This is an optimization exercise on Yosys and OpenROAD, whose aim is small area, a short achievable clock period and few clock cycles, not a production implementation.
In this exercise RTL edits were held to simulation tests only and were not proved equivalent to the original.
Power is estimated from default activity; no workload was simulated.

File: flow/run.sh
#!/bin/bash
# synth_recipe.tcl (not shown) runs the flow's synth.tcl, then flattens the netlist and writes it again
# the make line also repeats each setting of config.mk as NAME=value (left out here)
make -C /OpenROAD-flow-scripts/flow DESIGN_CONFIG=/design/flow/config.mk WORK_HOME=/design/flow/orfs CLKGATE_MAP_FILE= SYNTH_SCRIPT=/design/flow/synth_recipe.tcl finish
File: flow/config.mk
export PLATFORM = sky130hd
export DESIGN_NAME = hrpt_sync
export DESIGN_NICKNAME = hrpt_sync
export VERILOG_FILES = /design/flow/design.v
export SDC_FILE = /design/flow/constraint.sdc
export NUM_CORES = 4
export LEC_CHECK = 0
export CAP_MARGIN = 20
export CORE_MARGIN = 2
export CORE_UTILIZATION = 40
export PLACE_DENSITY = 0.6
export SLEW_MARGIN = 20
File: flow/constraint.sdc
create_clock -name core_clock -period 10.0 [get_ports {clk}]
set_input_delay 2.0000 -clock core_clock [delete_from_list [all_inputs] [get_ports {clk}]]
set_output_delay 2.0000 -clock core_clock [all_outputs]
set_load 0.01 [all_outputs]
File: flow/design.v
module hrpt_sync #(
    parameter STRIDE_BITS   = 8192,
    parameter RESYNC_BUDGET = 8192
) (
    input  wire        clk,
    input  wire        rst,
    input  wire        in_valid,
    output wire        in_ready,
    input  wire [7:0]  in_data,
    input  wire        in_last,
    output reg         fs_valid,
    output reg  [31:0] fs_pos,
    output reg         done,
    output reg  [19:0] fs_count,
    output reg         empty
);
    localparam [31:0] MARKER = 32'h1ACFFC1D;
    localparam W = 32;
    localparam [5:0] T0 = 6'd1;    
    localparam [5:0] T1 = 6'd4;    
    localparam [5:0] T2 = 6'd2;    
    localparam [5:0] T3 = 6'd8;    
    localparam N_GOOD = 5;
    localparam N_BAD  = 5;
    localparam N_SLIP = 2;
    localparam [1:0] S_UNLOCKED = 2'd0;
    localparam [1:0] S_SOFT     = 2'd1;
    localparam [1:0] S_RESYNC   = 2'd2;
    localparam [1:0] S_HARD     = 2'd3;
    localparam BADW = $clog2(RESYNC_BUDGET + 1);
    reg [7:0]  byte_q;
    reg [3:0]  bits_left;
    reg        last_q;
    assign in_ready = (bits_left <= 4'd1);
    wire       bit_en  = (bits_left != 4'd0);
    wire       cur_bit = byte_q[7];
    wire       end_cap = bit_en && (bits_left == 4'd1) && last_q;
    reg [31:0]     window;      
    reg [31:0]     nbits;       
    reg [31:0]     pos;         
    reg [1:0]      st;
    reg [2:0]      good;
    reg [BADW-1:0] bad;
    reg            streak;
    reg            pend;        
    reg [31:0]     pend_pos;
    reg [19:0]     count;
    wire [31:0] window_n = {window[30:0], cur_bit};
    wire [31:0] nbits_n  = nbits + 32'd1;
    wire [31:0] diff = window_n ^ MARKER;
    reg  [5:0]  hdist;
    integer i;
    always @(*) begin
        hdist = 6'd0;
        for (i = 0; i < W; i = i + 1)
            hdist = hdist + {5'd0, diff[i]};
    end
    wire eval = (nbits_n == pos + W);
    wire confirm = pend && (nbits_n == pend_pos + STRIDE_BITS);
    reg [5:0]      thr;
    reg            accept;
    reg [1:0]      st_n;
    reg [2:0]      good_n;
    reg [BADW-1:0] bad_n;
    reg            streak_n;
    reg [31:0]     step_n;
    always @(*) begin
        case (st)
            S_UNLOCKED: thr = T0;
            S_SOFT:     thr = T1;
            S_RESYNC:   thr = T2;
            default:    thr = T3;
        endcase
        accept   = (hdist <= thr);
        st_n     = st;
        good_n   = 3'd0;
        bad_n    = {BADW{1'b0}};
        streak_n = 1'b0;
        case (st)
            S_UNLOCKED: begin
                if (accept)
                    st_n = S_SOFT;
                else
                    st_n = S_UNLOCKED;
            end
            S_SOFT: begin
                if (accept) begin
                    streak_n = 1'b1;
                    if (good + 3'd1 == N_GOOD) begin
                        st_n = S_HARD;
                    end else begin
                        st_n   = S_SOFT;
                        good_n = good + 3'd1;
                    end
                end else if (streak && (bad + 1 == N_SLIP)) begin
                    st_n = S_RESYNC;
                end else if (!streak && (bad + 1 == N_BAD)) begin
                    st_n = S_UNLOCKED;
                end else begin
                    st_n     = S_SOFT;
                    bad_n    = bad + 1'b1;
                    streak_n = streak;
                end
            end
            S_RESYNC: begin
                if (accept) begin
                    st_n = S_SOFT;
                end else if (bad + 1 == RESYNC_BUDGET) begin
                    st_n = S_UNLOCKED;
                end else begin
                    st_n  = S_RESYNC;
                    bad_n = bad + 1'b1;
                end
            end
            default: begin  
                streak_n = 1'b1;
                if (accept)
                    st_n = S_HARD;
                else
                    st_n = S_SOFT;
            end
        endcase
        if (st_n == S_SOFT || st_n == S_HARD)
            step_n = STRIDE_BITS;
        else
            step_n = 32'd1;
    end
    always @(posedge clk) begin
        if (rst) begin
            byte_q    <= 8'd0;
            bits_left <= 4'd0;
            last_q    <= 1'b0;
            window    <= 32'd0;
            nbits     <= 32'd0;
            pos       <= 32'd0;
            st        <= S_UNLOCKED;
            good      <= 3'd0;
            bad       <= {BADW{1'b0}};
            streak    <= 1'b0;
            pend      <= 1'b0;
            pend_pos  <= 32'd0;
            count     <= 20'd0;
            fs_valid  <= 1'b0;
            fs_pos    <= 32'd0;
            done      <= 1'b0;
            fs_count  <= 20'd0;
            empty     <= 1'b0;
        end else begin
            fs_valid <= 1'b0;
            done     <= 1'b0;
            if (bit_en) begin
                byte_q    <= {byte_q[6:0], 1'b0};
                bits_left <= bits_left - 4'd1;
                window    <= window_n;
                nbits     <= nbits_n;
                if (confirm) begin
                    fs_valid <= 1'b1;
                    fs_pos   <= pend_pos;
                    pend     <= 1'b0;
                end
                if (eval) begin
                    st     <= st_n;
                    good   <= good_n;
                    bad    <= bad_n;
                    streak <= streak_n;
                    pos    <= pos + step_n;
                    if (accept) begin
                        pend     <= 1'b1;
                        pend_pos <= pos;
                    end
                end
                if (confirm)
                    count <= count + 20'd1;
                if (end_cap) begin
                    done     <= 1'b1;
                    fs_count <= count + {19'd0, confirm};
                    empty    <= (count + {19'd0, confirm}) == 20'd0;
                    window   <= 32'd0;
                    nbits    <= 32'd0;
                    pos      <= 32'd0;
                    st       <= S_UNLOCKED;
                    good     <= 3'd0;
                    bad      <= {BADW{1'b0}};
                    streak   <= 1'b0;
                    pend     <= 1'b0;
                    count    <= 20'd0;
                end
            end
            if (in_valid && in_ready) begin
                byte_q    <= in_data;
                bits_left <= 4'd8;
                last_q    <= in_last;
            end
        end
    end
endmodule
==> metrics.md <==
| Metric | Value |
|---|---|
| Result of the run | `complete, no violations` |
| Row Count | `71` |
| Period utilisation layout | `81.39%` |
| Routed via count | `about 14,000` |
| WL met2 | `just over 20 mm` |
| Clock buffer count from CTS | `28` |
| Root Driver | `clkbuf_16` |
| Crit-path slowest cell | `fa_1` |
| Largest family of logic cells by synthesized area | `simple AND/OR/NAND/NOR gates` |
| Reg2reg setup slack | `around 1.9 ns` |
| Final core occ | `45.01%` |
| Vias in the first global route | `12,980` |
| Global-route wire length before repair | `72.33 mm` |
| Mapped Cells | `1,903` |
| Netlist Area Pre-Place | `around 15,000 sq um` |
| Sequential power share | `37.3%` |
| Total power | `roughly 2.6 mW` |
| Area delta synth->final | `11.54%` |
| WL final | `about 45 mm` |
| # setup viols final | `0` |
| Setup TNS | `0 ns` |
| Initial core utilization | `just over 40%` |
| Sw Share | `about 33%` |
| Clock power frac | `just under 40%` |
| Internal | `1.774 mW` |
| Syn nets | `between 1,500 and 2,000` |
| Worst-Skew Late Latency | `between 0.5 and 0.6 ns` |
| HPWL Detailed | `around 31 mm` |
| Most Frequent Cell on Critical Path | `fa_1` |
| Asr flop ratio synth | `0%` |
| Largest buffer count on any clock path | `3` |
| Io pins | `68` |
| Pins Over Slew Limit | `0` |
| DP Cell Count | `2,335` |
| Compound-Gate Fraction of Synth Area | `between 10% and 20%` |
| Skew final | `~0.022 ns` |
| H-tree depth | `1` |
| Cells on worst reg2reg path | `32` |
| Post-synth top flop | `dfxtp_1` |
| Antenna fix cells | `0` |
| TritonCTS clock tree | `built` |
| Simple-gate share of the synthesized area | `a little over a quarter` |
| Post-DP Area | `approximately 16,000 sq um` |
| Gpl congestion | `around 0.95` |
| Final #Nets | `1,922` |
| Power per cell area | `roughly 160 nW/um^2` |
| Mux cell area share after synthesis | `4.168%` |
| CP max stage delay | `~0.53 ns` |
| WP buf/inv | `7` |
| Global-route usage over all layers | `22.88%` |
| Crit path DAT | `just under 9 ns` |
| Clk slew on worst S/H paths | `roughly 0.07 ns` |
| WL met3 | `2.883 mm` |
| Worst min path class | `flip-flop to flip-flop` |
| Layout cells sized above 1 | `4.803%` |
| Min Tclk post-route | `about 8.1 ns` |
| Hold_buf cts | `0` |
| Mean Syn Cell Area | `7.950 sq um` |
| Largest net degree at the start of global routing | `106` |
| Worst-Margin Slew | `between 1 and 1.5 ns` |
| Overflow left after global routing | `0` |
| Post-CTS setup buffers | `0` |
| Number of fill cells | `3,769` |
| WL met1 | `around 21 mm` |
| Seq/Total Area, Yosys | `a little under a third` |
| Vias per cell | `~5.9` |
| Cells resized by post-CTS repair | `0` |
| CP delay by family, top | `adder cells` |
| DRC viols | `0` |
| Die area | `about 39,000 sq um` |
| Post-synthesis adder-cell area fraction | `5.822%` |
| Critical Path Stages | `32` |
| Seq cells post-synth | `about 240` |
| Routed length per instance | `around 19 um` |
| Maxcap violations | `0` |
| RSZ-0062 raised after global routing | `false` |
| Max layer used | `met4` |
| CTS Sinks | `around 240` |
| IO buf count | `67` |
| Finished Cell Area | `between 15,000 and 20,000 sq um` |
| Cell variety after synth | `74` |
| Comb power frac | `23.0%` |
| Crit Path Category | `flip-flop to flip-flop` |
| Worst IR Drop VDD | `0.1981 mV` |
| WP data required | `10.51 ns` |
| Die height | `a little under 200 um` |
| Normalized max-slew margin | `between 20% and 30%` |
| Crit. End Element | `flip-flop` |
| Fin. Hold Viols | `0` |
| Initial antenna violation count | `0` |
| Non-Filler Instances | `approximately 2,400` |
| Static Leak | `about 6.1 nW` |
| Post-route ant nets | `0` |
| Xor-xnor portion of the synthesized cell area | `approximately 8.5%` |
| Psw | `approximately 0.86 mW` |
| DR pass1 iterations | `7` |
| CORE AREA | `about 37,000 sq um` |
| Crit Path Max Fanout | `37` |
| Post-synth EDFFs | `0` |
| Die width | `198.5 um` |
| Startpoint Class | `flip-flop` |
| 1st-iter DRT viols | `about 1,400` |
| Worst Hold Depth | `2` |
| Synth warn | `1` |
| Fmax | `approximately 120 MHz` |
[sequential cells by signal, summed over array words and instances, names as in the netlist]
register,count
bits_left,4
empty,1
nbits,32
fs_count,20
window,31
streak,1
last_q,1
done,1
good,3
byte_q,8
pos,32
pend_pos,32
st,2
pend,1
count,20
fs_valid,1
fs_pos,32
bad,14
[metrics by stage]
step	worst slack [ns]	hold slack, ns
floorplan	2.714	0.4451
global placement	2.103	0.4508
detailed placement	1.886	0.4497
CTS	1.870	0.4624
global route	1.342	0.4731
finish	1.861	0.4615
[Yosys cell counts (32+ instances only)]
cell	n	share of area (%)
a211oi_1	32	1.6
a21oi_1	140	4.6
clkbuf_1	131	3.3
dfxtp_1	236	31
ha_1	32	2.6
inv_1	76	1.9
mux2i_1	63	4.2
nand2_1	186	4.6
nand3_1	139	4.6
nand4_1	44	1.8
nor2_1	143	3.5
nor3_1	49	1.6
nor4_1	33	1.4
o21ai_0	88	2.9
or3_1	46	1.9
xnor2_1	74	4.3
[logic make-up (layout without fill, tap and decap cells)]
family                     Yosys count  in the layout
adders and majority gates           56             56
muxes                               63             63
buffers and inverters              240            211
AOI/OAI and AO/OA                  400            400
xor gates and xnor gates           120            120
DFF                                236            236
and+or+nand+nor                    788            788
[area by class of cell]
cell class / instances / area (sq um) / area share [%]
multi-input cells: 1427 / 9475 / 56.15
flip-flops and latches: 236 / 4725 / 28.00
clock buffers: 41 / 840.8 / 4.983
repair buffers: 85 / 810.8 / 4.805
well taps: 511 / 639.4 / 3.789
inverters: 76 / 285.3 / 1.691
clock inverters: 9 / 98.84 / 0.5858
[placed cells by master, fill, tap and decap left out, drive strengths merged, types with 10 or more instances in the layout]
cell           instances
dfxtp                236
nand2                186
nor2                 143
a21oi                140
nand3                140
o21ai                 88
inv                   77
xnor2                 74
clkdlybuf4s50         66
mux2i                 63
nor3                  49
or3                   46
nand4                 46
clkbuf                41
nor4                  36
a211oi                32
ha                    32
and3                  29
xor2                  29
fa                    24
and4                  23
o211ai                23
or4                   19
buf                   19
o2111ai               18
xnor3                 17
and2                  16
a2111o                14
o21a                  11
a31oi                 10
nand2b                10
[metal layers]
layer,GRT usage (%),vias to the layer above
met1,32.85,6759
met2,35.72,410
met4,6.440,0
met3,3.221,56
met5,0,-
li1,-,6767
[final timing paths]
check,from,to
worst min register to register,fs_count[2],fs_count[2]
worst max-delay path,window[9],pos[26]
worst min-delay path,fs_count[2],fs_count[2]
worst max register to register,window[9],pos[26]
[tightest hold or removal path: stages (launching register included)]
cell and delay (ns):
dfxtp_1 0.31, nand2_1 0.05, a21oi_1 0.05
[power groups by stage]
stage                     Sequential (mW)  Clock, mW  Combinational [mW]
after floorplan                     0.995          0               0.426
after global placement               1.00          0               0.592
after detailed placement             1.00          0               0.601
after CTS                           0.982       1.07               0.606
after global routing                0.984       1.11               0.672
final                               0.982       1.04               0.605
Testbench counts, summed over its fixed seeds: cycles 4,889,488.

==> static timing again, ports no longer ideal <==
Ports are ideal in the flow. The routed layout listed here was re-timed in OpenROAD.
Step 1 (the two cells are an assumption about what drives the block):
set clk [get_ports {clk}]
set_driving_cell -lib_cell sky130_fd_sc_hd__clkbuf_16 $clk
set_driving_cell -lib_cell sky130_fd_sc_hd__buf_2 [delete_from_list [all_inputs] $clk]
Step 2, shift: input delay + t, output delay - t, t = (earliest + latest rising clock arrival at the registers) / 2. This alone moves slack from input paths to output paths.
Three values: ideal, step 1, step 2; two values: the first two.
shift t [ns]: 0.608
setup slack, ns: 1.861 / 1.861 / 1.861
worst setup path at the end: register to register
clock arrival spread, ns: 0.022 / 0.022
After both steps setup and hold are still met in this run. For this run, drivers alone change the setup slack by 0.000 ns; drivers and shift together by 0.000 ns.
